This design comes from an exercise in tuning for small area and a short achievable clock period on the open sky130 flow, not from production work.
At most, simulation tests tie the RTL to the original design; equivalence was not proved.
For runs 1 to 8, only the layout was checked, not whether the RTL still works.
No activity file was given, so power comes from the tool's default toggle rates.

$ cat constraint.sdc
create_clock -name core_clock -period 12.0 [get_ports {clk}]
set_input_delay 2.4000 -clock core_clock [delete_from_list [all_inputs] [get_ports {clk}]]
set_output_delay 2.4000 -clock core_clock [all_outputs]
set_load 0.01 [all_outputs]
$ cat run.sh
#!/bin/bash
# synth_recipe.tcl (not shown) runs the flow's synth.tcl, then flattens the netlist and writes it again
# the make line also repeats each setting of config.mk as NAME=value (left out here)
make -C /OpenROAD-flow-scripts/flow DESIGN_CONFIG=/design/flow/config.mk WORK_HOME=/design/flow/orfs CLKGATE_MAP_FILE= SYNTH_SCRIPT=/design/flow/synth_recipe.tcl finish
$ cat design.v
module f007th_core (
    input  wire        clk,
    input  wire        rst,
    input  wire        rx,
    output reg         o_valid,
    output reg  [2:0]  o_err,
    output reg  [7:0]  o_dev,
    output reg  [3:0]  o_ch,
    output reg         o_batt,
    output reg  [11:0] o_tcode,
    output reg  [7:0]  o_hum
);
    localparam [1:0] PH_SEARCH = 2'd0;
    localparam [1:0] PH_SHORT  = 2'd1;
    localparam [1:0] PH_LONG   = 2'd2;
    localparam integer NSLOT = 256;
    localparam integer WW    = 18;
    reg [1:0] ph;
    reg [3:0] tmr;
    reg       exp_lvl;
    reg [3:0] hdr;
    reg       fz;
    reg [2:0] nbits;
    reg [2:0] nbytes;
    wire match    = (rx == exp_lvl);
    wire tmr_last = (tmr == 4'd1);
    wire hchk     = (ph == PH_LONG) && tmr_last;
    wire exp_new  = exp_lvl ^ match;
    wire bit_val  = exp_new;
    wire hdr_ok   = (hdr >= 4'd10);
    wire hdr_hit  = hchk && !fz && bit_val;
    wire hdr_err  = hchk && !fz && !bit_val && !hdr_ok;
    wire emit     = hchk && (fz || (!bit_val && hdr_ok));
    wire byte_done = emit && (nbits == 3'd7);
    wire frame     = hchk && fz && (nbits == 3'd7) && (nbytes == 3'd5);
    wire qchk_fail = (ph == PH_SHORT) && tmr_last && !match;
    wire restart   = qchk_fail || hdr_err || frame || (ph == 2'b11);
    always @(posedge clk) begin
        if (rst || restart) begin
            ph      <= PH_SEARCH;
            tmr     <= 4'd0;
            exp_lvl <= 1'b1;
            hdr     <= 4'd0;
            fz      <= 1'b0;
            nbits   <= 3'd6;
            nbytes  <= 3'd0;
        end else begin
            case (ph)
                PH_SEARCH: begin
                    if (match) begin
                        ph  <= PH_SHORT;
                        tmr <= 4'd4;
                    end
                end
                PH_SHORT: begin
                    if (!tmr_last) begin
                        tmr <= tmr - 1'b1;
                    end else begin
                        ph  <= PH_LONG;
                        tmr <= 4'd8;
                    end
                end
                PH_LONG: begin
                    if (!tmr_last) begin
                        tmr <= tmr - 1'b1;
                    end else begin
                        ph      <= PH_SEARCH;
                        tmr     <= 4'd0;
                        exp_lvl <= exp_new;
                        if (hdr_hit && !hdr_ok)
                            hdr <= hdr + 4'd1;
                        if (emit)
                            fz <= 1'b1;
                        if (emit) begin
                            if (byte_done) begin
                                nbits  <= 3'd0;
                                nbytes <= nbytes + 3'd1;
                            end else begin
                                nbits  <= nbits + 3'd1;
                            end
                        end
                    end
                end
                default: ;
            endcase
        end
    end
    reg [31:0] d;
    always @(posedge clk)
        if (emit && (nbytes < 3'd5))
            d <= {d[30:0], bit_val};
    wire [7:0]  f_dev   = d[31:24];
    wire        f_batt  = d[23];
    wire [2:0]  f_chraw = d[22:20];
    wire [11:0] f_tcode = d[19:8];
    wire [7:0]  f_hum   = d[7:0];
    reg  [7:0] slot;
    wire [7:0] key = d[15:8] * ({1'b0, d[6:4]} + 4'd1);
    always @(posedge clk)
        if (nbytes == 3'd3 && nbits == 3'd0)
            slot <= key;
    reg [NSLOT*WW-1:0] ring;
    reg [7:0]          ptr;
    reg                clr;
    reg                wbp;       
    reg [WW-1:0]       h;         
    reg           hit;       
    wire [WW-1:0] rout = ring[NSLOT*WW-1 -: WW];
    wire [WW-1:0] rin  = clr ? {WW{1'b0}} : ((wbp && hit) ? h : rout);
    always @(posedge clk)
        ring <= {ring[NSLOT*WW-WW-1:0], rin};
    always @(posedge clk) begin
        if (rst) begin
            ptr <= 8'd0;
            clr <= 1'b1;
        end else begin
            ptr <= ptr + 8'd1;
            if (ptr == 8'd255)
                clr <= 1'b0;
        end
    end
    always @(posedge clk)
        hit <= ((rst ? 8'd0 : ptr + 8'd1) == slot);
    wire [10:0] s_tcode = h[17:7];
    wire [6:0]  s_hum   = h[6:0];
    wire        s_set   = (s_tcode != 11'd0);
    wire [10:0] t_diff = (f_tcode[10:0] >= s_tcode) ? (f_tcode[10:0] - s_tcode)
                                                    : (s_tcode - f_tcode[10:0]);
    wire [6:0]  h_diff = (f_hum[6:0] >= s_hum) ? (f_hum[6:0] - s_hum)
                                               : (s_hum - f_hum[6:0]);
    wire chk_id = (f_dev != 8'd0);
    wire chk_tr = (f_tcode >= 12'd181) && (f_tcode <= 12'd1619);
    wire chk_hr = (f_hum < 8'd100);
    wire chk_tj = !s_set || (t_diff <= 11'd72);
    wire chk_hj = !s_set || (h_diff <= 7'd4);
    reg [2:0] verdict;
    always @(posedge clk) begin
        if (!chk_id)      verdict <= 3'd1;
        else if (!chk_tr) verdict <= 3'd2;
        else if (!chk_hr) verdict <= 3'd3;
        else if (!chk_tj) verdict <= 3'd4;
        else if (!chk_hj) verdict <= 3'd5;
        else              verdict <= 3'd0;
    end
    wire accept = frame && (verdict == 3'd0);
    always @(posedge clk) begin
        if (accept)
            h <= {f_tcode[10:0], f_hum[6:0]};
        else if (hit && !wbp)
            h <= rout;
    end
    always @(posedge clk) begin
        if (rst)
            wbp <= 1'b0;
        else if (accept)
            wbp <= 1'b1;
        else if (hit)
            wbp <= 1'b0;
    end
    always @(posedge clk) begin
        o_valid <= !rst && frame;
        o_err   <= verdict;
        o_dev   <= f_dev;
        o_ch    <= {1'b0, f_chraw} + 4'd1;
        o_batt  <= f_batt;
        o_tcode <= f_tcode;
        o_hum   <= f_hum;
    end
endmodule
$ cat config.mk
export PLATFORM = sky130hd
export DESIGN_NAME = f007th_core
export DESIGN_NICKNAME = f007th_core
export VERILOG_FILES = /design/flow/design.v
export SDC_FILE = /design/flow/constraint.sdc
export NUM_CORES = 4
export LEC_CHECK = 0
export ABC_CLOCK_PERIOD_IN_PS = 2500
export CAP_MARGIN = 20
export CORE_MARGIN = 2
export CORE_UTILIZATION = 65
export PLACE_DENSITY = 0.75
export SLEW_MARGIN = 20
==> results.json, run 1 <==
{
  "first_iter_violations": 1770,
  "cts_tree": "built",
  "tightest_slew_ns": 1.08,
  "power_switching_mw": 5.71,
  "clk_pin_slew_worst_paths_ns": 0.07,
  "synthTopCellsByArea": "dfxtp_1 95%, edfxtp_1 1.8%, ha_1 0.76%",
  "drv_cap": 0,
  "period_share_pct": 35.6,
  "fin_skew_ns": 0.0814,
  "nNetsFinal": 5785,
  "grt_max_degree": 33,
  "die-area_sq_um": 155000,
  "cts_buffer_depth": 4,
  "yosysUniqueCellTypes": 58,
  "cp.required_ns": 9.60,
  "finalSetupViolCount": 0,
  "firstDrtPassIters": 5,
  "p_clk_share_pct": 46.4,
  "min_path_type": "reg2reg",
  "synth_edf_count": 58,
  "die_x_um": 394,
  "grt_pass1_wl_um": 242000,
  "io_buffers": 39,
  "pwr-share-seq_pct": 53.5,
  "status": "timing/DRC/antenna clean",
  "path_cells": "clkdlybuf4s50_1",
  "fin_cells": 8053,
  "whs_ns": 0.265,
  "dp_cells": 7337,
  "synth_top_area_share_pct": 94.6,
  "drv_slew": 0,
  "combPwrFrac_pct": 0.1,
  "yosysSeqAreaShare_pct": 96.4,
  "synth_seq_cells": 4735,
  "grt_pass1_vias": 40700,
  "post_cts_resized": 0,
  "cts_root_buffer": "clkbuf_16",
  "antenna_found_initial": 3,
  "grtUsageTotal_pct": 20.0,
  "syn_area_sq_um": 99000,
  "clkSinkCount": 4735,
  "setup_slack_ns": 7.72,
  "synth_cells": 5279,
  "drive_gt1_share_pct": 11.4,
  "cpMaxStageDelayCell": "clkdlybuf4s50_1",
  "ant_nets": 0,
  "path_class": "reg2out",
  "drc": 0,
  "vias": 35600,
  "io_pins": 40,
  "h-tree-depth": 5,
  "yosysTopAreaCell": "dfxtp_1",
  "cp_top_family": "buffers and inverters",
  "p_int_mw": 23.7,
  "cts_buffers": 404,
  "core_area_sq_um": 152000,
  "clk_latency_ns": 0.94,
  "start_util_pct": 65.3,
  "crit_arrival_ns": 1.88,
  "slew_headroom_pct": 28.2,
  "power_mw": 29.4,
  "rsz0062_at_grt": "false",
  "synthArstFlopShare_pct": 0,
  "place_congestion": 0.727,
  "final_core_util_pct": 76.4,
  "fin_crit_ns": 4.28,
  "die_y_um": 394,
  "grt_overflow": 0,
  "p_leak_nw": 46.9,
  "p_sw_share_pct": 19.4,
  "worstSetupStartpointType": "flip-flop",
  "wire_per_inst_um": 18.6,
  "syn_to_final_growth_pct": 17.0,
  "tns_ns": 0,
  "placed_cell_area_sq_um": 102000,
  "totalWireLength_um": 150000,
  "power_density_nw_per_um2": 254,
  "hold_buffers": 0,
  "max_freq_mhz": 234,
  "cp_max_fo": 1,
  "syn-num-nets": 5351,
  "crit_path_end_kind": "output port",
  "stdcell_area_sq_um": 116000,
  "ys.flop_type": "dfxtp_1",
  "critPathBufInv": 1,
  "nFillCells": 7420,
  "synth.avg_cell_area_sq_um": 18.7,
  "post_cts_buffers": 0,
  "critPathMaxStageDelay_ns": 0.57,
  "hold_viol": 0,
  "ir_worst_vdd_mv": 0.196,
  "yosysWarnings": 1,
  "via_per_inst": 4.41,
  "place_ws_ns": 7.69,
  "rows": 143,
  "dp_hpwl_um": 51000
}
==> routing by layer <==
metal,track usage (%),share of wire (%),wire (um)
met1,26.8,46,68400
met2,33.3,49,74000
met3,3.97,3.3,5000
met4,5.65,1.7,2510
met5,0,0,0
==> sequential cells by signal, indices dropped and copies added (netlist names), 8 cells and up <==
register,flops
ring,4608
o_hum,8
slot,8
o_dev,8
ptr,8
o_tcode,12
d,32
h,18
==> synthesized netlist by cell type (3+ instances only) <==
cell type,number
mux2i_1,6
xor2_1,16
or3_1,5
ha_1,60
o21a_1,3
o21ai_0,21
o22ai_1,6
nand2_1,63
edfxtp_1,58
nor2_1,67
fa_1,9
clkbuf_1,10
nand3_1,9
nand2b_1,9
and3_1,4
mux2_2,18
inv_1,62
nor4_1,6
and2_1,9
xnor2_1,19
a21oi_1,56
nor3_1,14
dfxtp_1,4677
nor2b_1,6
or2_2,6
nand4_1,4
or4_1,4
a21o_1,7
a211o_1,3
a211oi_1,7
==> layout make-up <==
class / instances / area, sq um / share of cell area (%)
inverter: 62 / 233 / 0.201
multi-input combinational: 468 / 3300 / 2.85
antenna: 2 / 5.00 / 0.00432
tap: 2030 / 2540 / 2.19
sequential: 4735 / 95400 / 82.3
clock inverter: 151 / 2200 / 1.90
timing repair buffer: 42 / 413 / 0.356
clock buffer: 563 / 11800 / 10.2
==> power groups by stage <==
| stage | clock network (mW) | registers, mW | logic (mW) |
|---|---|---|---|
| final | 13.7 | 15.7 | 0.0221 |
| after global routing | 14.5 | 15.7 | 0.0240 |
| after CTS | 13.9 | 15.7 | 0.0217 |
| after detailed placement | 0 | 16.1 | 0.0217 |
| after global placement | 0 | 16.1 | 0.0199 |
| after floorplan | 0 | 16.1 | 0.0166 |
==> cell usage in the layout (no fill, tap or decap), types with 5 or more instances in the layout <==
cell	count
bufinv_16	52
o21ai_0	21
or2_2	6
dfxtp_1	4676
nand2b_1	9
xnor2_1	19
and2_1	9
or3_1	5
a211oi_1	7
clkbuf_1	64
a21o_1	7
edfxtp_1	58
nor2b_1	6
xor2_1	16
a21oi_1	56
clkbuf_8	86
fa_1	9
nor4_1	5
nor3_1	14
clkinvlp_4	18
clkinv_4	5
o22ai_1	6
nand3_1	9
ha_1	60
nor2_1	66
inv_6	5
clkbuf_16	413
mux2i_1	6
clkinv_2	64
nand2_1	63
clkdlybuf4s50_1	39
mux2_2	18
inv_1	62
==> path summary, 6_finish.rpt <==
check | start | to | slack [ns] | cells after the start
min reg2reg | ring[6] | ring[24] | 0.26 | 0
max reg2reg | d[4] | slot[7] | 8.09 | 13
min | ring[6] | ring[24] | 0.26 | 0
max | o_tcode[1] | o_tcode[1] | 7.72 | 1
==> logic make-up (layout without fill, tap and decap cells) <==
family	Yosys count	in the layout	synth area share, %
other	0	2	0
AND/OR/NAND/NOR	213	213	1.01
XOR/XNOR	35	35	0.310
adder cells (fa/ha/maj)	69	69	0.941
buffers and inverters	76	818	0.311
AO/OA/AOI/OAI	127	127	0.799
flip-flops	4735	4735	96.4
multiplexers	24	24	0.265
==> run 2, diff against run 1 <==
--- a/config.mk
+++ b/config.mk
@@ -9,5 +9,8 @@
 export CAP_MARGIN = 20
 export CORE_MARGIN = 2
 export CORE_UTILIZATION = 65
+export CTS_BUF_LIST = sky130_fd_sc_hd__clkbuf_8
+export CTS_CLUSTER_DIAMETER = 45
+export CTS_CLUSTER_SIZE = 20
 export PLACE_DENSITY = 0.75
 export SLEW_MARGIN = 20
==> results.json, run 2 <==
{
  "status": "timing/DRC/antenna clean",
  "pwr-share-seq_pct": 68.6,
  "hold_viol": 0,
  "synth.avg_cell_area_sq_um": 18.7,
  "firstDrtPassIters": 5,
  "io_pins": 40,
  "synth.most_common_cell": "dfxtp_1",
  "yosysWarnings": 1,
  "cp.required_ns": 9.60,
  "wire_per_inst_um": 13.8,
  "critPathBufInv": 1,
  "ant_nets": 0,
  "p_leak_nw": 42.8,
  "hold_path_depth": 0,
  "synthArstFlopShare_pct": 0,
  "critPathMaxStageDelay_ns": 0.62,
  "rsz0062_at_grt": "false",
  "place_ws_ns": 7.69,
  "min_from": "ring[333]",
  "yosysSeqAreaShare_pct": 96.4,
  "totalWireLength_um": 107000,
  "hold_buffers": 0,
  "grt_overflow": 0,
  "fin_crit_ns": 4.31,
  "grt_max_degree": 33,
  "min_to": "ring[351]",
  "antenna_found_initial": 2,
  "fin_skew_ns": 0.0644,
  "die-area_sq_um": 155000,
  "synthTopCellsByArea": "dfxtp_1 95%, edfxtp_1 1.8%, ha_1 0.76%",
  "period_share_pct": 35.9,
  "min_path_type": "reg2reg",
  "post_cts_resized": 0,
  "yosysUniqueCellTypes": 58,
  "yosysTopAreaCell": "dfxtp_1",
  "fin_cells": 7742,
  "cts_buffer_depth": 4,
  "p_int_mw": 18.5,
  "grt_pass1_wl_um": 180000,
  "drc": 0,
  "power_density_nw_per_um2": 214,
  "rows": 143,
  "final_core_util_pct": 70.7,
  "cts_tree": "built",
  "nNetsFinal": 5691,
  "die_x_um": 394,
  "dp_hpwl_um": 51000,
  "first_iter_violations": 1395,
  "power_switching_mw": 4.45,
  "grt_pass1_vias": 34300,
  "drive_gt1_share_pct": 7.30,
  "path_cells": "clkdlybuf4s50_1",
  "path_class": "reg2out",
  "clk_pin_slew_worst_paths_ns": 0.11,
  "reg2reg_depth": 13,
  "syn_area_sq_um": 99000,
  "layout_common_cells": "4676 x dfxtp_1, 328 x clkbuf_8, 84 x inv_1",
  "cp_top_family": "buffers and inverters",
  "cpMaxStageDelayCell": "clkdlybuf4s50_1",
  "p_sw_share_pct": 19.4,
  "clk_latency_ns": 0.97,
  "h-tree-depth": 5,
  "place_congestion": 0.727,
  "via_per_inst": 4.26,
  "grtUsageTotal_pct": 14.1,
  "cp_num_cells": 1,
  "drv_cap": 0,
  "ir_worst_vdd_mv": 0.130,
  "synth_top_area_share_pct": 94.6,
  "final_common_cell": "dfxtp_1",
  "r2r_slack_ns": 8.04,
  "cp_max_fo": 1,
  "syn_to_final_growth_pct": 8.29,
  "setup_slack_ns": 7.69,
  "vias": 33000,
  "worstSetupStartpointType": "flip-flop",
  "top_register": "ring",
  "cts_buffers": 310,
  "die_y_um": 394,
  "combPwrFrac_pct": 0.1,
  "start_util_pct": 65.3,
  "cts_root_buffer": "clkbuf_8",
  "syn-num-nets": 5351,
  "synth_seq_cells": 4735,
  "largest_reg_flops": 4608,
  "tns_ns": 0,
  "p_clk_share_pct": 31.3,
  "reg2reg_from": "d[4]",
  "post_cts_buffers": 0,
  "finalSetupViolCount": 0,
  "placed_cell_area_sq_um": 102000,
  "io_buffers": 39,
  "netlist_top_cells_count": "4677 x dfxtp_1, 67 x nor2_1, 63 x nand2_1",
  "worstReg2RegEnd": "slot[7]",
  "drv_slew": 0,
  "max_freq_mhz": 232,
  "crit_path_end_kind": "output port",
  "synth_cells": 5279,
  "tightest_slew_ns": 1.05,
  "clkSinkCount": 4735,
  "crit_arrival_ns": 1.91,
  "core_area_sq_um": 152000,
  "stdcell_area_sq_um": 107000,
  "synth_edf_count": 58,
  "dp_cells": 7337,
  "ys.flop_type": "dfxtp_1",
  "top_regs": "ring (4608), d (32), h (18)",
  "slew_headroom_pct": 30.2
}
-- run 2: cell counts after synthesis --
No cell type changed its count.
-- run 2: how the worst max path moves through the flow --
stage	start	endpoint	slack (ns)
floorplan	rx	d[0]	7.87
global route	o_tcode[2]	o_tcode[2]	7.56
detailed placement	rst	exp_lvl	7.69
CTS	o_tcode[2]	o_tcode[2]	7.52
finish	o_tcode[2]	o_tcode[2]	7.69
global placement	rst	exp_lvl	7.54
-- run 2: power by group through the flow --
stage	registers [mW]	logic [mW]	clock network (mW)
6_report	15.7	0.0221	7.17
5_1_grt	15.7	0.0241	7.98
4_1_cts	15.7	0.0218	7.42
3_5_place_dp	16.1	0.0217	0
3_3_place_gp	16.1	0.0199	0
2_1_floorplan	16.1	0.0166	0
-- run 2: area by class of cell --
class	count	area, sq um
Inverter	62	233
Clock buffer	328	4510
Multi-Input combinational cell	468	3300
Tap cell	2030	2540
Fill cell	8893	44400
Antenna cell	3	7.51
Timing Repair Buffer	42	413
Clock inverter	74	783
Sequential cell	4735	95400
-- run 2: logic make-up (layout without fill, tap and decap cells) --
group,Yosys count,in the layout,synth area share [%]
compound gates,127,127,0.799
xor+xnor,35,35,0.310
fa+ha+maj,69,69,0.941
buf+inv,76,506,0.311
flops,4735,4735,96.4
mux,24,24,0.265
other cells,0,3,0
simple gates,213,213,1.01
-- run 2: metal layers --
metal / share of wire, % / global-route usage (%)
met2: 40 / 19.5
met3: 3.5 / 3.00
met5: 0 / 0
met1: 53 / 21.8
met4: 3.2 / 5.80
-- run 2: per-stage QoR --
stage / hold WS [ns] / power (mW)
2_1_floorplan: 0.310 / 16.1
3_3_place_gp: 0.310 / 16.1
3_5_place_dp: 0.312 / 16.1
4_1_cts: 0.274 / 23.2
5_1_grt: 0.266 / 23.7
6_report: 0.270 / 22.9
==> run 3, diff against run 2 <==
--- a/design.v
+++ b/design.v
@@ -95,7 +95,23 @@
     wire [11:0] f_tcode = d[19:8];
     wire [7:0]  f_hum   = d[7:0];
     reg  [7:0] slot;
-    wire [7:0] key = d[15:8] * ({1'b0, d[6:4]} + 4'd1);
+    wire [7:0] k_dev = d[15:8];
+    reg  [7:0] k_a, k_b;
+    reg        k_sub;
+    always @(*) begin
+        k_sub = 1'b0;
+        case (d[6:4])
+            3'd0: begin k_a = k_dev;      k_b = 8'd0;        end   
+            3'd1: begin k_a = k_dev << 1; k_b = 8'd0;        end   
+            3'd2: begin k_a = k_dev << 1; k_b = k_dev;       end   
+            3'd3: begin k_a = k_dev << 2; k_b = 8'd0;        end   
+            3'd4: begin k_a = k_dev << 2; k_b = k_dev;       end   
+            3'd5: begin k_a = k_dev << 2; k_b = k_dev << 1;  end   
+            3'd6: begin k_a = k_dev << 3; k_b = k_dev; k_sub = 1'b1; end   
+            default: begin k_a = k_dev << 3; k_b = 8'd0;     end   
+        endcase
+    end
+    wire [7:0] key = k_sub ? (k_a - k_b) : (k_a + k_b);
     always @(posedge clk)
         if (nbytes == 3'd3 && nbits == 3'd0)
             slot <= key;
==> flow/run.sh (new file) <==
#!/bin/bash
set -uo pipefail
bash standard.sh SETUP_SLACK_MARGIN=8.8 finish > standard_flow.log 2>&1
==> standard.sh (new file) <==
#!/bin/bash
# synth_recipe.tcl (not shown) runs the flow's synth.tcl, then flattens the netlist and writes it again
# the make line also repeats each setting of config.mk as NAME=value (left out here)
make -C /OpenROAD-flow-scripts/flow DESIGN_CONFIG=/design/flow/config.mk WORK_HOME=/design/flow/orfs CLKGATE_MAP_FILE= SYNTH_SCRIPT=/design/flow/synth_recipe.tcl "${@:-finish}"
removed: run.sh
==> results.json, run 3 <==
{
  "cts_root_buffer": "clkbuf_8",
  "synth_xor_area_share_pct": 0.291,
  "synth_seq_cells": 4735,
  "min_path_type": "reg2reg",
  "p_int_mw": 18.5,
  "critPathMaxStageDelay_ns": 0.38,
  "yosysWarnings": 1,
  "ir_worst_vdd_mv": 0.119,
  "yosysTopAreaCell": "dfxtp_1",
  "finalSetupViolCount": 0,
  "period_share_pct": 32.4,
  "vias": 33800,
  "largest_reg_flops": 4608,
  "yosysSeqAreaShare_pct": 96.0,
  "synth_top_family_by_area": "compound AO/OA/AOI/OAI gates",
  "final_common_cell": "dfxtp_1",
  "syn_to_final_growth_pct": 8.72,
  "netlist_top_cells_count": "4677 x dfxtp_1, 79 x nand2_1, 68 x a21oi_1",
  "core_area_sq_um": 152000,
  "tightest_slew_ns": 1.05,
  "synthTopCellsByArea": "dfxtp_1 94%, edfxtp_1 1.8%, ha_1 0.72%",
  "combPwrFrac_pct": 0.2,
  "power_density_nw_per_um2": 213,
  "cts_tree": "built",
  "grt_pass1_wl_um": 190000,
  "critPathBufInv": 1,
  "wire_per_inst_um": 14.5,
  "synthArstFlopShare_pct": 0,
  "dp_hpwl_um": 54200,
  "nFillCells": 8661,
  "grt_pass1_vias": 35600,
  "io_pins": 40,
  "max_freq_mhz": 257,
  "synth_compound_area_share_pct": 1.17,
  "synth_top_area_share_pct": 94.3,
  "final_core_util_pct": 71.1,
  "rows": 143,
  "drv_slew": 0,
  "p_clk_share_pct": 31.5,
  "tns_ns": 0,
  "place_congestion": 0.761,
  "multiInputGateArea_sq_um": 3850,
  "path_class": "reg2out",
  "first_iter_violations": 1520,
  "pwr-share-seq_pct": 68.3,
  "totalWireLength_um": 114000,
  "drv_cap": 0,
  "cp.required_ns": 9.60,
  "synth_cells": 5356,
  "crit_path_end_kind": "output port",
  "syn-num-nets": 5417,
  "clkSinkCount": 4735,
  "p_leak_nw": 43.1,
  "muxShareOfSynthArea_pct": 0.355,
  "ys.flop_type": "dfxtp_1",
  "slew_headroom_pct": 29.6,
  "clk_latency_ns": 0.99,
  "die_x_um": 395,
  "power_switching_mw": 4.52,
  "start_util_pct": 65.4,
  "cp_max_fo": 1,
  "p_sw_share_pct": 19.6,
  "clk_pin_slew_worst_paths_ns": 0.11,
  "crit_arrival_ns": 1.49,
  "layout_common_cells": "4657 x dfxtp_1, 324 x clkbuf_8, 78 x nand2_1",
  "ant_nets": 0,
  "grt_max_degree": 33,
  "syn_area_sq_um": 99300,
  "hold_buffers": 0,
  "antenna_found_initial": 3,
  "hold_viol": 0,
  "synthSimpleGateAreaFrac_pct": 1.07,
  "yosysUniqueCellTypes": 66,
  "setup_slack_ns": 8.11,
  "firstDrtPassIters": 7,
  "whs_ns": 0.295,
  "path_cells": "buf_6",
  "drive_gt1_share_pct": 9.47,
  "synth.most_common_cell": "dfxtp_1",
  "cts_buffer_depth": 4,
  "grtUsageTotal_pct": 15.0,
  "fin_skew_ns": 0.0813,
  "top_register": "ring",
  "fin_crit_ns": 3.89,
  "cts_buffers": 310,
  "rsz0062_at_grt": "true",
  "nNetsFinal": 5773,
  "drc": 0,
  "place_ws_ns": 7.71,
  "die-area_sq_um": 156000,
  "worstSetupStartpointType": "flip-flop",
  "synth_edf_count": 58,
  "cpMaxStageDelayCell": "dfxtp_4",
  "regArea_sq_um": 95400,
  "grt_overflow": 0,
  "synthAdderAreaFrac_pct": 0.738,
  "h-tree-depth": 5,
  "top_regs": "ring (4608), d (32), h (18)",
  "cp_top_family": "flip-flops",
  "die_y_um": 395,
  "synth.avg_cell_area_sq_um": 18.5,
  "status": "timing/DRC/antenna clean",
  "io_buffers": 39,
  "via_per_inst": 4.32
}
==> run 3: path summary, 6_finish.rpt <==
kind                            slack, ns  cells past startpoint        from    endpoint
worst max register to register       8.92                     10        h[8]  verdict[0]
worst max-delay path                 8.11                      1  o_tcode[4]  o_tcode[4]
worst min-delay path                 0.30                      0  ring[2547]  ring[2565]
worst min register to register       0.30                      0  ring[2547]  ring[2565]
==> run 3: per-stage QoR <==
step,instances,area (sq um),total power [mW]
3_3_place_gp,7403,102000,16.1
5_1_grt,7830,108000,23.8
4_1_cts,7813,108000,23.3
6_report,7830,108000,23.0
3_5_place_dp,7403,102000,16.1
2_1_floorplan,5356,99400,16.1
==> run 3: what timing repair did <==
action | CTS | global route
pin swaps | 3 | 7
gates cloned | 0 | 2
gates resized for setup | 187 | 48
setup buffers | 11 | 14
setup endpoints to repair | 80 | 64
==> run 3: cells by family after synthesis <==
kind of cell	count (synthesis)
flops	4735
simple gates	231
compound gates	181
buf+inv	87
fa+ha+maj	58
xor+xnor	33
mux	31
==> run 3: metal layers <==
metal | wire [um] | up-vias | GRT usage (%) | share of wire [%]
met4 | 2630 | 0 | 5.05 | 2.3
met5 | 0 | - | 0 | 0
met3 | 5010 | 226 | 3.65 | 4.4
met1 | 59600 | 15800 | 23.0 | 52
met2 | 46500 | 480 | 21.2 | 41
li1 | - | 17300 | - | -
==> run 3: power by group through the flow <==
| stage | combinational [mW] | clock (mW) | sequential, mW |
|---|---|---|---|
| floorplan | 0.0360 | 0 | 16.1 |
| global placement | 0.0427 | 0 | 16.1 |
| detailed placement | 0.0455 | 0 | 16.1 |
| CTS | 0.0460 | 7.50 | 15.7 |
| global route | 0.0527 | 8.04 | 15.8 |
| finish | 0.0470 | 7.25 | 15.7 |
==> run 3: area by class of cell <==
type                            count  area share, %
Inverter                           59          0.209
Tap cell                         2030           2.35
Multi-Input combinational cell    535           3.57
Timing Repair Buffer               71          0.584
Sequential cell                  4735           88.4
Clock buffer                      324           4.13
Clock inverter                     75          0.797
Antenna cell                        1        0.00232
==> run 4, diff against run 3 <==
==> run.sh (new file) <==
#!/bin/bash
# synth_recipe.tcl (not shown) runs the flow's synth.tcl, then flattens the netlist and writes it again
# the make line also repeats each setting of config.mk as NAME=value (left out here)
make -C /OpenROAD-flow-scripts/flow DESIGN_CONFIG=/design/flow/config.mk WORK_HOME=/design/flow/orfs CLKGATE_MAP_FILE= SYNTH_SCRIPT=/design/flow/synth_recipe.tcl finish
removed: flow/run.sh
removed: standard.sh
==> results.json, run 4 <==
{
  "hold_buffers": 0,
  "slew_headroom_pct": 28.9,
  "placed_cell_area_sq_um": 102000,
  "cts_buffers": 304,
  "final_common_cell": "dfxtp_1",
  "cp.required_ns": 9.60,
  "core_area_sq_um": 152000,
  "rsz0062_at_grt": "false",
  "hold_viol": 0,
  "start_util_pct": 65.4,
  "cpMaxStageDelayCell": "clkdlybuf4s50_1",
  "critPathBufInv": 1,
  "fin_crit_ns": 4.39,
  "rows": 143,
  "dp_hpwl_um": 53900,
  "drc": 0,
  "synth_seq_cells": 4735,
  "path_cells": "clkdlybuf4s50_1",
  "ys.flop_type": "dfxtp_1",
  "cts_buffer_depth": 4,
  "post_cts_resized": 0,
  "first_iter_violations": 1542,
  "worstSetupStartpointType": "flip-flop",
  "antenna_found_initial": 5,
  "cp_top_family": "buffers and inverters",
  "critPathMaxStageDelay_ns": 0.57,
  "period_share_pct": 36.6,
  "drv_cap": 0,
  "cp_max_fo": 1,
  "syn_area_sq_um": 99300,
  "via_per_inst": 4.34,
  "largest_reg_flops": 4608,
  "post_cts_buffers": 0,
  "synth_top_area_share_pct": 94.3,
  "grt_pass1_wl_um": 180000,
  "synth.avg_cell_area_sq_um": 18.5,
  "die-area_sq_um": 156000,
  "status": "timing/DRC/antenna clean",
  "p_leak_nw": 42.7,
  "stdcell_area_sq_um": 107000,
  "netlist_top_cells_count": "4677 x dfxtp_1, 79 x nand2_1, 68 x a21oi_1",
  "clk_pin_slew_worst_paths_ns": 0.12,
  "power_density_nw_per_um2": 213,
  "clkSinkCount": 4735,
  "min_path_type": "reg2reg",
  "syn_to_final_growth_pct": 7.99,
  "vias": 33800,
  "p_int_mw": 18.4,
  "crit_arrival_ns": 1.99,
  "h-tree-depth": 5,
  "firstDrtPassIters": 5,
  "synth_edf_count": 58,
  "top_regs": "ring (4608), d (32), h (18)",
  "crit_path_end_kind": "output port",
  "combPwrFrac_pct": 0.2,
  "synth_cells": 5356,
  "finalSetupViolCount": 0,
  "grtUsageTotal_pct": 14.2,
  "grt_max_degree": 33,
  "cts_tree": "built",
  "synthArstFlopShare_pct": 0,
  "tns_ns": 0,
  "synthTopCellsByArea": "dfxtp_1 94%, edfxtp_1 1.8%, ha_1 0.72%",
  "tightest_slew_ns": 1.07,
  "nNetsFinal": 5743,
  "layout_common_cells": "4676 x dfxtp_1, 316 x clkbuf_8, 79 x nand2_1",
  "clk_latency_ns": 1.01,
  "grt_pass1_vias": 34500,
  "die_y_um": 395,
  "io_pins": 40,
  "place_congestion": 0.740,
  "grt_overflow": 0,
  "wire_per_inst_um": 14.1,
  "pwr-share-seq_pct": 69.0,
  "drive_gt1_share_pct": 7.17,
  "die_x_um": 395,
  "path_class": "reg2out",
  "drv_slew": 0,
  "yosysWarnings": 1,
  "yosysUniqueCellTypes": 66,
  "yosysTopAreaCell": "dfxtp_1",
  "cts_root_buffer": "clkbuf_8",
  "syn-num-nets": 5417,
  "yosysSeqAreaShare_pct": 96.0,
  "fin_skew_ns": 0.0680,
  "nFillCells": 8877,
  "ir_worst_vdd_mv": 0.128,
  "synth.most_common_cell": "dfxtp_1",
  "top_register": "ring",
  "totalWireLength_um": 109000,
  "p_clk_share_pct": 30.8,
  "p_sw_share_pct": 19.5,
  "max_freq_mhz": 228,
  "ant_nets": 0,
  "io_buffers": 39,
  "power_switching_mw": 4.45
}
[run 4: power by group through the flow]
stage / logic [mW] / registers, mW / clock network [mW]
5_1_grt: 0.0482 / 15.8 / 7.80
3_3_place_gp: 0.0400 / 16.1 / 0
2_1_floorplan: 0.0339 / 16.1 / 0
4_1_cts: 0.0432 / 15.7 / 7.26
3_5_place_dp: 0.0430 / 16.1 / 0
6_report: 0.0439 / 15.7 / 7.02
[run 4: cells by family after synthesis]
group | share of synthesized area (%)
buf+inv | 0.346
mux | 0.355
compound gates | 1.17
flops | 96.0
fa+ha+maj | 0.738
simple gates | 1.07
xor+xnor | 0.291
[run 4: worst paths after layout]
kind,from,endpoint,slack [ns],cells past startpoint
min,ring[257],ring[275],0.27,0
max reg2reg,d[5],slot[7],7.84,14
max,o_tcode[7],o_tcode[7],7.61,1
min reg2reg,ring[257],ring[275],0.27,0
[run 4: final cells by class]
cell class	count	area [sq um]	share of cell area [%]
Inverter	59	221	0.206
Antenna cell	1	2.50	0.00233
Clock inverter	68	694	0.647
Tap cell	2030	2540	2.37
Sequential cell	4735	95400	88.9
Timing Repair Buffer	48	458	0.427
Clock buffer	316	4350	4.06
Multi-Input combinational cell	534	3610	3.37
[run 4: routing by layer]
layer  vias to the layer above  part of all wire [%]  global-route usage [%]
met5                         -                     0                       0
met1                     15800                    53                    21.9
met2                       498                    40                    19.6
met3                       241                   4.6                    3.73
li1                      17300                     -                       -
met4                         0                   2.3                    4.87
[run 4: per-stage QoR]
step           utilization [%]  power (mW)  setup WS, ns  instances  hold slack [ns]
2_1_floorplan                -        16.1          8.13       5356            0.310
5_1_grt                   70.6        23.6          7.45       7791            0.262
6_report                  70.6        22.8          7.61       7791            0.271
4_1_cts                   70.6        23.0          7.43       7790            0.254
3_3_place_gp              67.3        16.1          7.54       7406            0.310
3_5_place_dp              67.3        16.1          7.44       7406            0.312
==> run 5, diff against run 4 <==
==> flow/run.sh (new file) <==
#!/bin/bash
set -uo pipefail
bash standard.sh SETUP_SLACK_MARGIN=8.8 finish > standard_flow.log 2>&1
==> standard.sh (new file) <==
#!/bin/bash
# synth_recipe.tcl (not shown) runs the flow's synth.tcl, then flattens the netlist and writes it again
# the make line also repeats each setting of config.mk as NAME=value (left out here)
make -C /OpenROAD-flow-scripts/flow DESIGN_CONFIG=/design/flow/config.mk WORK_HOME=/design/flow/orfs CLKGATE_MAP_FILE= SYNTH_SCRIPT=/design/flow/synth_recipe.tcl "${@:-finish}"
--- a/config.mk
+++ b/config.mk
@@ -9,8 +9,8 @@
 export CAP_MARGIN = 20
 export CORE_MARGIN = 2
 export CORE_UTILIZATION = 65
-export CTS_BUF_LIST = sky130_fd_sc_hd__clkbuf_8
-export CTS_CLUSTER_DIAMETER = 45
-export CTS_CLUSTER_SIZE = 20
+export CTS_BUF_LIST = sky130_fd_sc_hd__clkbuf_16
+export CTS_CLUSTER_DIAMETER = 50
+export CTS_CLUSTER_SIZE = 25
 export PLACE_DENSITY = 0.75
 export SLEW_MARGIN = 20
removed: run.sh
==> results.json, run 5 <==
{
  "wire_per_inst_um": 16.9,
  "drive_gt1_share_pct": 7.71,
  "hold_viol": 0,
  "io_buffers": 39,
  "synth.most_common_cell": "dfxtp_1",
  "via_per_inst": 4.42,
  "grt_overflow": 0,
  "yosysSeqAreaShare_pct": 96.0,
  "fin_crit_ns": 3.75,
  "yosysUniqueCellTypes": 66,
  "ant_nets": 0,
  "max_freq_mhz": 266,
  "slew_headroom_pct": 27.2,
  "p_leak_nw": 43.5,
  "cp_top_family": "flip-flops",
  "pwr-share-seq_pct": 65.5,
  "synth.avg_cell_area_sq_um": 18.5,
  "io_pins": 40,
  "ys.flop_type": "dfxtp_1",
  "totalWireLength_um": 131000,
  "status": "timing/DRC/antenna clean",
  "cts_buffer_depth": 3,
  "cp.required_ns": 9.60,
  "layout_common_cells": "4656 x dfxtp_1, 223 x clkbuf_16, 78 x nand2_1",
  "crit_path_end_kind": "output port",
  "finalSetupViolCount": 0,
  "path_class": "reg2out",
  "die_y_um": 395,
  "synth_seq_cells": 4735,
  "final_common_cell": "dfxtp_1",
  "core_area_sq_um": 152000,
  "syn_area_sq_um": 99300,
  "synthTopCellsByArea": "dfxtp_1 94%, edfxtp_1 1.8%, ha_1 0.72%",
  "worstSetupStartpointType": "flip-flop",
  "cts_tree": "built",
  "clkSinkCount": 4735,
  "p_clk_share_pct": 34.3,
  "firstDrtPassIters": 5,
  "crit_arrival_ns": 1.35,
  "die-area_sq_um": 156000,
  "power_mw": 24.0,
  "cts_buffers": 222,
  "cpMaxStageDelayCell": "dfxtp_4",
  "drv_cap": 0,
  "path_cells": "buf_6",
  "tns_ns": 0,
  "critPathBufInv": 1,
  "combPwrFrac_pct": 0.2,
  "die_x_um": 395,
  "antenna-diode-count": 0,
  "drv_slew": 0,
  "synthArstFlopShare_pct": 0,
  "nNetsFinal": 5689,
  "clk_pin_slew_worst_paths_ns": 0.10,
  "tightest_slew_ns": 1.09,
  "grt_pass1_wl_um": 213000,
  "p_sw_share_pct": 19.9,
  "first_iter_violations": 1700,
  "dp_hpwl_um": 54200,
  "cp_max_fo": 1,
  "critPathMaxStageDelay_ns": 0.38,
  "yosysTopAreaCell": "dfxtp_1",
  "ir_worst_vdd_mv": 0.152,
  "top_regs": "ring (4608), d (32), h (18)",
  "rsz0062_at_grt": "true",
  "antenna_found_initial": 2,
  "p_int_mw": 19.3,
  "largest_reg_flops": 4608,
  "rows": 143,
  "vias": 34100,
  "start_util_pct": 65.4,
  "grt_max_degree": 33,
  "cts_root_buffer": "clkbuf_16",
  "h-tree-depth": 4,
  "grtUsageTotal_pct": 17.2,
  "synth_cells": 5356,
  "period_share_pct": 31.3,
  "place_congestion": 0.761,
  "final_core_util_pct": 71.8,
  "synth_top_area_share_pct": 94.3,
  "netlist_top_cells_count": "4677 x dfxtp_1, 79 x nand2_1, 68 x a21oi_1",
  "drc": 0,
  "top_register": "ring",
  "clk_latency_ns": 0.86,
  "syn-num-nets": 5417,
  "syn_to_final_growth_pct": 9.84,
  "synth_edf_count": 58,
  "power_density_nw_per_um2": 220,
  "fin_skew_ns": 0.0371,
  "power_switching_mw": 4.77,
  "min_path_type": "reg2reg",
  "grt_pass1_vias": 37100,
  "hold_buffers": 0,
  "yosysWarnings": 1
}
run 5: metal layers:
| layer | wire, um | track usage (%) | part of all wire [%] | up-vias |
|---|---|---|---|---|
| met5 | 0 | 0 | 0 | - |
| met4 | 2630 | 4.81 | 2.0 | 0 |
| met3 | 4020 | 3.01 | 3.1 | 209 |
| met2 | 59900 | 27.2 | 46 | 408 |
| met1 | 64200 | 24.9 | 49 | 16400 |
| li1 | - | - | - | 17200 |
run 5: path summary, 6_finish.rpt:
kind	start	end	slack [ns]	cells after the start
min	ring[4580]	ring[4598]	0.31	0
max	o_tcode[4]	o_tcode[4]	8.25	1
max reg2reg	d[5]	verdict[2]	8.85	12
min reg2reg	ring[4580]	ring[4598]	0.31	0
run 5: layout make-up:
| class | instances | area (sq um) |
|---|---|---|
| Sequential cell | 4735 | 95400 |
| Fill cell | 8439 | 42800 |
| Multi-Input combinational cell | 534 | 3850 |
| Inverter | 59 | 225 |
| Clock inverter | 66 | 871 |
| Clock buffer | 222 | 5560 |
| Timing Repair Buffer | 76 | 653 |
| Tap cell | 2030 | 2540 |
run 5: power by group through the flow:
stage	Sequential (mW)	Combinational, mW	Clock, mW
floorplan	16.1	0.0360	0
global placement	16.1	0.0427	0
detailed placement	16.1	0.0455	0
CTS	15.7	0.0456	8.44
global route	15.7	0.0522	8.96
finish	15.7	0.0465	8.26
run 5: repair_timing:
item / in CTS / in global routing
pin swaps: 3 / 6
setup buffers: 15 / 15
setup endpoints to repair: 117 / 42
gates resized for setup: 192 / 47
cloned: 0 / 1
hold endpoints to repair: 0 / 0
run 5: logic make-up (layout without fill, tap and decap cells):
kind of cell,count (synthesis),after routing,synth area share (%)
xor+xnor,33,33,0.291
mux,31,31,0.355
simple gates,231,231,1.07
compound gates,181,181,1.17
flops,4735,4735,96.0
fa+ha+maj,58,58,0.738
buf+inv,87,423,0.346
run 5: per-stage QoR:
| step | hold slack (ns) | setup slack [ns] | instances | cell area [sq um] |
|---|---|---|---|---|
| 2_1_floorplan | 0.310 | 8.63 | 5356 | 99400 |
| 3_3_place_gp | 0.310 | 7.75 | 7403 | 102000 |
| 3_5_place_dp | 0.312 | 7.71 | 7403 | 102000 |
| 4_1_cts | 0.299 | 8.15 | 7706 | 109000 |
| 5_1_grt | 0.299 | 8.17 | 7722 | 109000 |
| 6_report | 0.305 | 8.25 | 7722 | 109000 |
==> run 6, diff against run 5 <==
==> config.mk (replaced) <==
export PLATFORM = sky130hd
export DESIGN_NAME = f007th_core
export DESIGN_NICKNAME = f007th_core
export VERILOG_FILES = /design/flow/design.v
export SDC_FILE = /design/flow/constraint.sdc
export NUM_CORES = 4
export LEC_CHECK = 0
export ABC_CLOCK_PERIOD_IN_PS = 2500
export CAP_MARGIN = 20
export CORE_MARGIN = 2
export CORE_UTILIZATION = 75
export CTS_BUF_LIST = sky130_fd_sc_hd__clkbuf_8 sky130_fd_sc_hd__clkbuf_16
export CTS_CLUSTER_DIAMETER = 45
export CTS_CLUSTER_SIZE = 20
export PLACE_DENSITY = 0.85
export SLEW_MARGIN = 20
==> results.json, run 6 <==
{
  "rows": 133,
  "place_congestion": 0.754,
  "dp_hpwl_um": 74900,
  "ys.flop_type": "dfxtp_1",
  "placed_cell_area_sq_um": 102000,
  "synth_cells": 5356,
  "die_y_um": 368,
  "post_cts_buffers": 58,
  "firstError": "[ERROR DPL-0033] detailed placement checks failed during check placement.",
  "synthTopCellsByArea": "dfxtp_1 94%, edfxtp_1 1.8%, ha_1 0.72%",
  "syn-num-nets": 5417,
  "cts_buffer_depth": 4,
  "synthArstFlopShare_pct": 0,
  "place_ws_ns": 7.71,
  "status": "did not finish",
  "synth.avg_cell_area_sq_um": 18.5,
  "synth_edf_count": 58,
  "hold_buffers": 0,
  "synth.most_common_cell": "dfxtp_1",
  "start_util_pct": 75.5,
  "cts_buffers": 293,
  "die_x_um": 368,
  "synth_seq_cells": 4735,
  "h-tree-depth": 5,
  "netlist_top_cells_count": "4677 x dfxtp_1, 79 x nand2_1, 68 x a21oi_1",
  "io_pins": 40,
  "yosysTopAreaCell": "dfxtp_1",
  "yosysWarnings": 1,
  "haltStage": "clock tree synthesis",
  "synth_top_area_share_pct": 94.3,
  "clkSinkCount": 4735,
  "yosysSeqAreaShare_pct": 96.0,
  "post_cts_resized": 313,
  "cts_root_buffer": "clkbuf_16",
  "io_buffers": 39,
  "yosysUniqueCellTypes": 66,
  "syn_area_sq_um": 99300
}
-- run 6: cell counts after synthesis --
Identical to the previous run, type by type.
-- run 6: how the worst min path moves through the flow --
stage	start	to	slack, ns	depth (start not counted)
floorplan	ring[982]	ring[1000]	0.31	0
global placement	ring[228]	ring[246]	0.31	0
detailed placement	ring[1374]	ring[1392]	0.31	0
-- run 6: kinds of logic after synthesis --
family,synth area share [%]
flops,96.0
mux,0.355
fa+ha+maj,0.738
simple gates,1.07
xor+xnor,0.291
buf+inv,0.346
compound gates,1.17
-- run 6: power by group through the flow --
stage	sequential, mW	combinational [mW]	clock [mW]
detailed placement	16.1	0.0448	0
floorplan	16.1	0.0360	0
global placement	16.1	0.0421	0
-- run 6: stage by stage --
stage	util, %	std cells
after floorplan	-	5356
after global placement	77.5	7127
after detailed placement	77.5	7127
==> run 7, diff against run 6 <==
--- a/design.v
+++ b/design.v
@@ -136,7 +136,7 @@
         end
     end
     always @(posedge clk)
-        hit <= ((rst ? 8'd0 : ptr + 8'd1) == slot);
+        hit <= (ptr + 8'd1 == slot);
     wire [10:0] s_tcode = h[17:7];
     wire [6:0]  s_hum   = h[6:0];
     wire        s_set   = (s_tcode != 11'd0);
==> flow/run.sh (replaced) <==
#!/bin/bash
set -uo pipefail
bash standard.sh SETUP_SLACK_MARGIN=9.0 finish > standard_flow.log 2>&1
==> config.mk (replaced) <==
export PLATFORM = sky130hd
export DESIGN_NAME = f007th_core
export DESIGN_NICKNAME = f007th_core
export VERILOG_FILES = /design/flow/design.v
export SDC_FILE = /design/flow/constraint.sdc
export NUM_CORES = 4
export LEC_CHECK = 0
export ABC_CLOCK_PERIOD_IN_PS = 2500
export CAP_MARGIN = 20
export CORE_MARGIN = 2
export CORE_UTILIZATION = 70
export CTS_BUF_LIST = sky130_fd_sc_hd__clkbuf_16
export CTS_CLUSTER_DIAMETER = 50
export CTS_CLUSTER_SIZE = 25
export PLACE_DENSITY = 0.8
export SLEW_MARGIN = 20
==> results.json, run 7 <==
{
  "status": "timing/DRC/antenna clean",
  "period_share_pct": 30.7,
  "crit_path_end_kind": "output port",
  "yosysWarnings": 1,
  "path_cells": "buf_6",
  "cp.required_ns": 9.60,
  "top_register": "ring",
  "drc": 0,
  "final_common_cell": "dfxtp_1",
  "tightest_slew_ns": 1.16,
  "critPathMaxStageDelay_ns": 0.34,
  "grtUsageTotal_pct": 22.4,
  "cts_root_buffer": "clkbuf_16",
  "die_y_um": 381,
  "grt_overflow": 0,
  "rsz0062_at_grt": "true",
  "grt_pass1_wl_um": 247000,
  "drv_slew": 0,
  "nFillCells": 6817,
  "place_congestion": 0.749,
  "dp_hpwl_um": 67300,
  "via_per_inst": 4.67,
  "yosysTopAreaCell": "dfxtp_1",
  "firstDrtPassIters": 5,
  "cp_max_fo": 1,
  "largest_reg_flops": 4608,
  "nNetsFinal": 5747,
  "worstSetupStartpointType": "flip-flop",
  "synth_edf_count": 58,
  "fin_cells": 7648,
  "rows": 138,
  "fin_crit_ns": 3.68,
  "die-area_sq_um": 145000,
  "clkSinkCount": 4735,
  "fin_skew_ns": 0.0602,
  "io_pins": 40,
  "vias": 35700,
  "grt_max_degree": 34,
  "cpMaxStageDelayCell": "dfxtp_2",
  "synth_xor_area_share_pct": 0.299,
  "hold_buffers": 0,
  "min_path_type": "reg2reg",
  "synthTopCellsByArea": "dfxtp_1 94%, edfxtp_1 1.8%, ha_1 0.72%",
  "top_regs": "ring (4608), d (32), h (18)",
  "wire_per_inst_um": 20.7,
  "power_density_nw_per_um2": 221,
  "max_freq_mhz": 272,
  "syn_area_sq_um": 99400,
  "netlist_top_cells_count": "4677 x dfxtp_1, 77 x nand2_1, 61 x a21oi_1, 61 x nor2_1, 58 x edfxtp_1",
  "synth_top_family_by_area": "simple AND/OR/NAND/NOR gates",
  "die_x_um": 381,
  "ir_worst_vdd_mv": 0.193,
  "synth.avg_cell_area_sq_um": 18.5,
  "antenna_found_initial": 4,
  "synthAdderAreaFrac_pct": 0.737,
  "h-tree-depth": 4,
  "clk_latency_ns": 0.86,
  "muxShareOfSynthArea_pct": 0.391,
  "critPathBufInv": 1,
  "hold_viol": 0,
  "io_buffers": 39,
  "synth.most_common_cell": "dfxtp_1",
  "crit_arrival_ns": 1.28,
  "synthSimpleGateAreaFrac_pct": 1.18,
  "drive_gt1_share_pct": 9.17,
  "cts_buffers": 222,
  "cp_top_family": "flip-flops",
  "path_class": "reg2out",
  "grt_pass1_vias": 39500,
  "ant_nets": 0,
  "power_mw": 24.2,
  "dp_cells": 7276,
  "yosysSeqAreaShare_pct": 95.9,
  "syn_to_final_growth_pct": 10.5,
  "slew_headroom_pct": 22.8,
  "clk_pin_slew_worst_paths_ns": 0.10,
  "p_leak_nw": 43.9,
  "core_area_sq_um": 141000,
  "synth_compound_area_share_pct": 1.14,
  "synth_seq_cells": 4735,
  "cts_tree": "built",
  "synth_cells": 5367,
  "start_util_pct": 70.4,
  "finalSetupViolCount": 0,
  "cts_buffer_depth": 3,
  "tns_ns": 0,
  "first_iter_violations": 1838,
  "ys.flop_type": "dfxtp_1",
  "layout_common_cells": "4661 x dfxtp_1, 226 x clkbuf_16, 72 x nand2_1",
  "totalWireLength_um": 158000,
  "yosysUniqueCellTypes": 68,
  "syn-num-nets": 5428,
  "synthArstFlopShare_pct": 0,
  "synth_top_area_share_pct": 94.2,
  "drv_cap": 0
}
run 7: cell types whose count changed after synthesis, sizes merged, moves of 4 or more:
| cell | delta |
|---|---|
| nor4 | -4 |
| o21a | -7 |
| a21oi | -8 |
| mux2i | +4 |
| a211oi | +4 |
| or4 | +4 |
| o21ai | +5 |
| nor3 | -5 |
run 7: area by class of cell:
cell class	count	area, sq um	share of cell area [%]
multi-input combinational	550	4350	3.96
clock inverter	68	882	0.803
inverter	58	235	0.214
antenna	3	7.51	0.00683
timing repair buffer	119	1020	0.933
sequential	4735	95400	86.8
clock buffer	225	5630	5.12
tap	1890	2360	2.15
run 7: layer usage:
layer	track usage [%]	part of all wire, %
met1	30.2	44
met2	37.9	50
met3	3.54	3.3
met4	6.35	2.8
met5	0	0
run 7: cells by family after synthesis:
family | count (synthesis)
and+or+nand+nor | 242
buffers and inverters | 86
DFF | 4735
AOI/OAI and AO/OA | 178
adders and majority gates | 58
muxes | 34
xor gates and xnor gates | 34
run 7: through the flow:
step / utilization (%) / hold slack (ns) / area, sq um / setup WS, ns
floorplan: - / 0.310 / 99500 / 8.70
global route: 77.8 / 0.279 / 110000 / 8.26
CTS: 77.3 / 0.269 / 109000 / 8.25
detailed placement: 72.4 / 0.312 / 102000 / 7.63
finish: 77.8 / 0.296 / 110000 / 8.32
global placement: 72.4 / 0.309 / 102000 / 7.63
run 7: final timing paths:
path         startpoint    endpoint  slack (ns)  depth (start not counted)
max             o_valid     o_valid        8.32                          1
min          ring[4559]  ring[4577]        0.30                          0
max reg2reg        h[9]  verdict[0]        9.04                          9
min reg2reg  ring[4559]  ring[4577]        0.30                          0
run 7: what timing repair did:
item / in CTS / in global routing
buffers inserted: 38 / 32
setup endpoints to repair: 130 / 100
pin swaps: 14 / 32
cloned: 1 / 5
resized for setup: 223 / 90
run 7: power breakdown:
group / internal, mW / switching (mW) / total, mW
Combinational: 0.0217 / 0.0343 / 0.0560
Clock: 3.58 / 4.86 / 8.44
Sequential: 15.7 / 0.00758 / 15.7
==> run 8, diff against run 7 <==
--- a/config.mk
+++ b/config.mk
@@ -8,9 +8,9 @@
 export ABC_CLOCK_PERIOD_IN_PS = 2500
 export CAP_MARGIN = 20
 export CORE_MARGIN = 2
-export CORE_UTILIZATION = 70
+export CORE_UTILIZATION = 65
 export CTS_BUF_LIST = sky130_fd_sc_hd__clkbuf_16
-export CTS_CLUSTER_DIAMETER = 50
-export CTS_CLUSTER_SIZE = 25
-export PLACE_DENSITY = 0.8
+export CTS_CLUSTER_DIAMETER = 40
+export CTS_CLUSTER_SIZE = 20
+export PLACE_DENSITY = 0.75
 export SLEW_MARGIN = 20
==> results.json, run 8 <==
{
  "status": "timing/DRC/antenna clean",
  "cpMaxStageDelayCell": "dfxtp_2",
  "worstSetupStartpointType": "flip-flop",
  "hold_viol": 0,
  "die_y_um": 395,
  "fin_crit_ns": 3.72,
  "clkSinkCount": 4735,
  "cp_top_family": "flip-flops",
  "yosysTopAreaCell": "dfxtp_1",
  "antenna_found_initial": 7,
  "synth_seq_cells": 4735,
  "grt_overflow": 0,
  "synth_edf_count": 58,
  "max_freq_mhz": 268,
  "largest_reg_flops": 4608,
  "yosysUniqueCellTypes": 68,
  "regArea_sq_um": 95400,
  "synthTopCellsByArea": "dfxtp_1 94%, edfxtp_1 1.8%, ha_1 0.72%",
  "grt_pass1_vias": 40300,
  "fin_skew_ns": 0.0812,
  "die_x_um": 395,
  "crit_path_end_kind": "output port",
  "cp.required_ns": 9.60,
  "setup_slack_ns": 8.28,
  "path_class": "reg2out",
  "power_density_nw_per_um2": 241,
  "rsz0062_at_grt": "true",
  "whs_ns": 0.258,
  "path_cells": "buf_6",
  "top_register": "ring",
  "critPathBufInv": 1,
  "clk_pin_slew_worst_paths_ns": 0.08,
  "place_ws_ns": 7.66,
  "cts_tree": "built",
  "start_util_pct": 65.5,
  "netlist_top_cells_count": "4677 x dfxtp_1, 77 x nand2_1, 61 x a21oi_1, 61 x nor2_1, 58 x edfxtp_1",
  "finalSetupViolCount": 0,
  "syn_to_final_growth_pct": 15.3,
  "tns_ns": 0,
  "grtUsageTotal_pct": 19.7,
  "drv_cap": 0,
  "clk_latency_ns": 0.93,
  "totalWireLength_um": 149000,
  "layout_common_cells": "4660 x dfxtp_1, 362 x clkbuf_16, 72 x nand2_1",
  "firstDrtPassIters": 5,
  "vias": 36000,
  "core_area_sq_um": 152000,
  "yosysWarnings": 1,
  "h-tree-depth": 5,
  "drv_slew": 0,
  "synthArstFlopShare_pct": 0,
  "multiInputGateArea_sq_um": 4180,
  "top_regs": "ring (4608), d (32), h (18)",
  "syn_area_sq_um": 99400,
  "wire_per_inst_um": 18.5,
  "power_mw": 27.6,
  "cp_max_fo": 1,
  "drc": 0,
  "synth_top_area_share_pct": 94.2,
  "final_common_cell": "dfxtp_1",
  "io_pins": 40,
  "ant_nets": 0,
  "critPathMaxStageDelay_ns": 0.32,
  "via_per_inst": 4.48,
  "tightest_slew_ns": 1.04,
  "first_iter_violations": 1854,
  "yosysSeqAreaShare_pct": 95.9,
  "cts_root_buffer": "clkbuf_16",
  "p_leak_nw": 46.2,
  "synth.most_common_cell": "dfxtp_1",
  "die-area_sq_um": 156000,
  "hold_buffers": 0,
  "ir_worst_vdd_mv": 0.180,
  "io_buffers": 39,
  "nFillCells": 7599,
  "drive_gt1_share_pct": 12.8,
  "grt_pass1_wl_um": 238000,
  "synth.avg_cell_area_sq_um": 18.5,
  "period_share_pct": 31.0,
  "place_congestion": 0.767,
  "cts_buffers": 358,
  "grt_max_degree": 30,
  "slew_headroom_pct": 30.9,
  "rows": 143,
  "dp_hpwl_um": 55000,
  "min_path_type": "reg2reg",
  "crit_arrival_ns": 1.32,
  "antenna-diode-count": 0,
  "nNetsFinal": 5860,
  "synth_cells": 5367,
  "syn-num-nets": 5428,
  "cts_buffer_depth": 4,
  "ys.flop_type": "dfxtp_1"
}
[run 8: final cells by class]
type | instances | area share (%)
Clock buffer | 362 | 7.90
Clock inverter | 218 | 2.03
Inverter | 58 | 0.199
Multi-Input combinational cell | 548 | 3.65
Sequential cell | 4735 | 83.2
Tap cell | 2030 | 2.22
Timing Repair Buffer | 98 | 0.765
[run 8: layer usage]
layer	vias to the layer above	GRT usage, %	wire [um]
li1	17800	-	-
met1	17400	26.7	67500
met2	593	32.2	72500
met3	275	4.01	5490
met4	2	6.01	3190
met5	-	0	13
[run 8: cells by family after synthesis]
logic type / count (synthesis) / synth area share (%)
AOI/OAI and AO/OA: 178 / 1.14
xor gates and xnor gates: 34 / 0.299
adders and majority gates: 58 / 0.737
buffers and inverters: 86 / 0.340
DFF: 4735 / 95.9
muxes: 34 / 0.391
and+or+nand+nor: 242 / 1.18
[run 8: power by group]
part	internal [mW]	leakage [nW]	total [mW]	switching (mW)
Combinational	0.0194	2.43	0.0497	0.0303
Clock	6.05	5.57	11.8	5.76
Sequential	15.7	38.2	15.7	0.00708
[run 8: final timing paths]
kind                   start    endpoint  slack, ns  depth (start not counted)
setup / recovery  o_tcode[7]  o_tcode[7]       8.28                          1
hold / removal      ring[19]    ring[37]       0.26                          0
setup reg to reg        d[5]     slot[7]       9.05                         12
hold reg to reg     ring[19]    ring[37]       0.26                          0
[run 8: what timing repair did]
item | in CTS | in global routing
buffers inserted | 26 | 23
hold endpoints to repair | 0 | 0
setup endpoints to repair | 129 | 76
cloned | 3 | 2
pin swaps | 8 | 30
resized for setup | 199 | 84
[run 8: through the flow]
step,cell area (sq um),util (%),std cells
4_1_cts,114000,75.1,8024
3_3_place_gp,102000,67.4,7415
5_1_grt,115000,75.4,8049
6_report,115000,75.4,8049
3_5_place_dp,102000,67.4,7415
2_1_floorplan,99500,-,5367
==> run 9, diff against run 8 <==
--- a/design.v
+++ b/design.v
@@ -140,15 +140,15 @@
     wire [10:0] s_tcode = h[17:7];
     wire [6:0]  s_hum   = h[6:0];
     wire        s_set   = (s_tcode != 11'd0);
-    wire [10:0] t_diff = (f_tcode[10:0] >= s_tcode) ? (f_tcode[10:0] - s_tcode)
-                                                    : (s_tcode - f_tcode[10:0]);
-    wire [6:0]  h_diff = (f_hum[6:0] >= s_hum) ? (f_hum[6:0] - s_hum)
-                                               : (s_hum - f_hum[6:0]);
+    wire [11:0] t_d = {1'b0, f_tcode[10:0]} - {1'b0, s_tcode};
+    wire [7:0]  h_d = {1'b0, f_hum[6:0]} - {1'b0, s_hum};
+    wire t_near = t_d[11] ? (t_d[10:0] >= 11'd1976) : (t_d[10:0] <= 11'd72);
+    wire h_near = h_d[7]  ? (h_d[6:0]  >= 7'd124)   : (h_d[6:0]  <= 7'd4);
     wire chk_id = (f_dev != 8'd0);
     wire chk_tr = (f_tcode >= 12'd181) && (f_tcode <= 12'd1619);
     wire chk_hr = (f_hum < 8'd100);
-    wire chk_tj = !s_set || (t_diff <= 11'd72);
-    wire chk_hj = !s_set || (h_diff <= 7'd4);
+    wire chk_tj = !s_set || t_near;
+    wire chk_hj = !s_set || h_near;
     reg [2:0] verdict;
     always @(posedge clk) begin
         if (!chk_id)      verdict <= 3'd1;
==> flow/run.sh (replaced) <==
#!/bin/bash
set -uo pipefail
bash standard.sh SETUP_SLACK_MARGIN=8.6 finish > standard_flow.log 2>&1
--- a/config.mk
+++ b/config.mk
@@ -8,9 +8,9 @@
 export ABC_CLOCK_PERIOD_IN_PS = 2500
 export CAP_MARGIN = 20
 export CORE_MARGIN = 2
-export CORE_UTILIZATION = 65
+export CORE_UTILIZATION = 70
 export CTS_BUF_LIST = sky130_fd_sc_hd__clkbuf_16
-export CTS_CLUSTER_DIAMETER = 40
-export CTS_CLUSTER_SIZE = 20
-export PLACE_DENSITY = 0.75
+export CTS_CLUSTER_DIAMETER = 45
+export CTS_CLUSTER_SIZE = 32
+export PLACE_DENSITY = 0.8
 export SLEW_MARGIN = 20
==> results.json, run 9 <==
{
  "ir_worst_vdd_mv": 0.213,
  "p_int_mw": 19.6,
  "grt_pass1_vias": 38800,
  "core_area_sq_um": 141000,
  "cp.required_ns": 9.60,
  "drv_cap": 0,
  "slew_headroom_pct": 22.1,
  "r2r_slack_ns": 8.69,
  "layout_common_cells": "4657 x dfxtp_1, 223 x clkbuf_16, 70 x nand2_1",
  "rows": 138,
  "path_cells": "buf_6",
  "largest_reg_flops": 4608,
  "netlist_top_cells_count": "4677 x dfxtp_1, 70 x nand2_1, 58 x edfxtp_1",
  "top_register": "ring",
  "cp_top_family": "flip-flops",
  "drc": 0,
  "grt_pass1_wl_um": 237000,
  "clkSinkCount": 4735,
  "final_core_util_pct": 77.8,
  "final_common_cell": "dfxtp_1",
  "tightest_slew_ns": 1.17,
  "synthTopCellsByArea": "dfxtp_1 94%, edfxtp_1 1.8%, ha_1 0.53%",
  "synth.most_common_cell": "dfxtp_1",
  "grtUsageTotal_pct": 21.2,
  "path_class": "reg2out",
  "dp_cells": 7202,
  "power_switching_mw": 5.39,
  "power_mw": 25.0,
  "synth_edf_count": 58,
  "die-area_sq_um": 145000,
  "period_share_pct": 30.7,
  "syn_area_sq_um": 99100,
  "min_path_type": "reg2reg",
  "via_per_inst": 4.62,
  "synth_cells": 5300,
  "die_x_um": 380,
  "first_iter_violations": 2124,
  "reg2reg_from": "d[9]",
  "cts_buffers": 218,
  "worstSetupStartpointType": "flip-flop",
  "syn-num-nets": 5347,
  "dp_hpwl_um": 60700,
  "clk_pin_slew_worst_paths_ns": 0.12,
  "place_congestion": 0.753,
  "cpMaxStageDelayCell": "dfxtp_2",
  "drv_slew": 0,
  "yosysSeqAreaShare_pct": 96.2,
  "cts_tree": "built",
  "cts_root_buffer": "clkbuf_16",
  "p_leak_nw": 43.8,
  "min_to": "ring[4599]",
  "synth_top_area_share_pct": 94.5,
  "critPathBufInv": 1,
  "status": "timing/DRC/antenna clean",
  "fin_cells": 7621,
  "critPathMaxStageDelay_ns": 0.34,
  "rsz0062_at_grt": "true",
  "yosysWarnings": 1,
  "p_clk_share_pct": 36.9,
  "cts_buffer_depth": 3,
  "top_regs": "ring (4608), d (32), h (18)",
  "synthArstFlopShare_pct": 0,
  "synth.avg_cell_area_sq_um": 18.7,
  "crit_path_end_kind": "output port",
  "hold_buffers": 0,
  "fin_crit_ns": 3.69,
  "crit_arrival_ns": 1.29,
  "pwr-share-seq_pct": 62.9,
  "reg2reg_depth": 8,
  "fin_skew_ns": 0.0689,
  "p_sw_share_pct": 21.6,
  "synth_seq_cells": 4735,
  "totalWireLength_um": 149000,
  "ys.flop_type": "dfxtp_1",
  "power_density_nw_per_um2": 228,
  "die_y_um": 380,
  "hold_path_depth": 0,
  "grt_overflow": 0,
  "max_freq_mhz": 271,
  "clk_latency_ns": 0.87,
  "yosysTopAreaCell": "dfxtp_1",
  "worstReg2RegEnd": "verdict[0]",
  "vias": 35200,
  "yosysUniqueCellTypes": 81,
  "syn_to_final_growth_pct": 10.8,
  "ant_nets": 0,
  "nNetsFinal": 5601,
  "cp_max_fo": 1,
  "antenna_found_initial": 7,
  "firstDrtPassIters": 5,
  "grt_max_degree": 35,
  "io_buffers": 39,
  "wire_per_inst_um": 19.6,
  "io_pins": 40,
  "hold_viol": 0,
  "min_from": "ring[4581]",
  "finalSetupViolCount": 0,
  "h-tree-depth": 4,
  "start_util_pct": 70.3,
  "antenna-diode-count": 0,
  "combPwrFrac_pct": 0.2,
  "drive_gt1_share_pct": 9.25,
  "tns_ns": 0
}
==> run 9: metal layers <==
| layer | global-route usage (%) | vias up | routed length [um] |
|---|---|---|---|
| li1 | - | 17100 | - |
| met1 | 29.5 | 17000 | 67500 |
| met2 | 34.7 | 737 | 72100 |
| met3 | 3.38 | 338 | 5340 |
| met4 | 6.57 | 6 | 4100 |
| met5 | 0 | - | 60 |
==> run 9: layout make-up <==
type / instances / area (sq um)
Inverter: 43 / 164
Multi-Input combinational cell: 492 / 3530
Sequential cell: 4735 / 95400
Timing Repair Buffer: 64 / 558
Fill cell: 6629 / 31300
Clock inverter: 175 / 2210
Tap cell: 1890 / 2360
Clock buffer: 222 / 5560
==> run 9: logic make-up after synthesis <==
logic type	Yosys count	share of synthesized area [%]
compound gates	151	1.08
simple gates	226	1.11
fa+ha+maj	45	0.581
flops	4735	96.2
xor+xnor	35	0.309
buf+inv	74	0.294
mux	34	0.396
==> run 9: how the worst max path moves through the flow <==
| stage | slack, ns | startpoint | depth (start not counted) | endpoint |
|---|---|---|---|---|
| after floorplan | 8.56 | rx | 4 | d[0] |
| after global placement | 7.39 | rx | 4 | d[18] |
| after detailed placement | 7.36 | rx | 4 | d[18] |
| after CTS | 8.22 | o_ch[1] | 1 | o_ch[1] |
| after global routing | 8.26 | o_ch[1] | 1 | o_ch[1] |
| final | 8.31 | o_ch[1] | 1 | o_ch[1] |
==> run 9: what timing repair did <==
| action | in CTS | in global routing |
|---|---|---|
| setup buffers | 8 | 12 |
| resized for setup | 182 | 32 |
| pin swaps | 4 | 3 |
| setup endpoints to repair | 77 | 77 |
| hold endpoints to repair | 0 | 0 |
| gates cloned | 1 | 1 |
==> run 9: power by group through the flow <==
stage	clock, mW	combinational (mW)	sequential, mW
final	9.23	0.0467	15.7
after global routing	9.89	0.0524	15.7
after CTS	9.39	0.0461	15.7
after detailed placement	0	0.0441	16.1
after global placement	0	0.0450	16.1
after floorplan	0	0.0351	16.1
==> run 9: metrics by stage <==
step	area, sq um	worst slack (ns)	hold WS, ns
3_3_place_gp	102000	7.39	0.310
4_1_cts	110000	8.22	0.258
2_1_floorplan	99100	8.56	0.310
5_1_grt	110000	8.26	0.261
3_5_place_dp	102000	7.36	0.312
6_report	110000	8.31	0.263

==> static timing again, ports no longer ideal <==
Ports are ideal in the flow. The routed layouts listed here were re-timed in OpenROAD. Step 1 sets driving cells, clkbuf_16 on the clock port and buf_2 on the other inputs (assumed; they add their load-dependent delay and slew). Step 2 adds t to the input delays and takes it off the output delays; t is the mean of the earliest and latest rising clock arrival at the registers after step 1. Input paths then give back, and output paths get back, about the clock's delay inside the block. Three values: ideal, step 1, step 2; two values: the first two.
| run | t (ns) | slack for setup (ns) | worst data-port slew with drivers (ns) |
|---|---|---|---|
| run 1 | 0.984 | 7.722 / 7.642 / 7.640 | 0.03 |
| run 2 | 1.015 | 7.687 / 7.617 / 7.647 | 0.03 |
| run 3 | 1.032 | 8.107 / 8.039 / 7.898 | 0.07 |
| run 4 | 1.049 | 7.606 / 7.534 / 7.439 | 0.08 |
| run 5 | 0.917 | 8.247 / 8.166 / 7.982 | 0.06 |
| run 7 | 0.918 | 8.319 / 8.241 / 8.086 | 0.04 |
| run 8 | 0.974 | 8.275 / 8.199 / 8.116 | 0.06 |
| run 9 | 0.908 | 8.313 / 8.239 / 7.889 | 0.04 |
After both steps setup and hold are still met in every run listed. The setup slack of run 9, which loses most, moves by -0.074 ns with the drivers and by -0.424 ns with both steps.
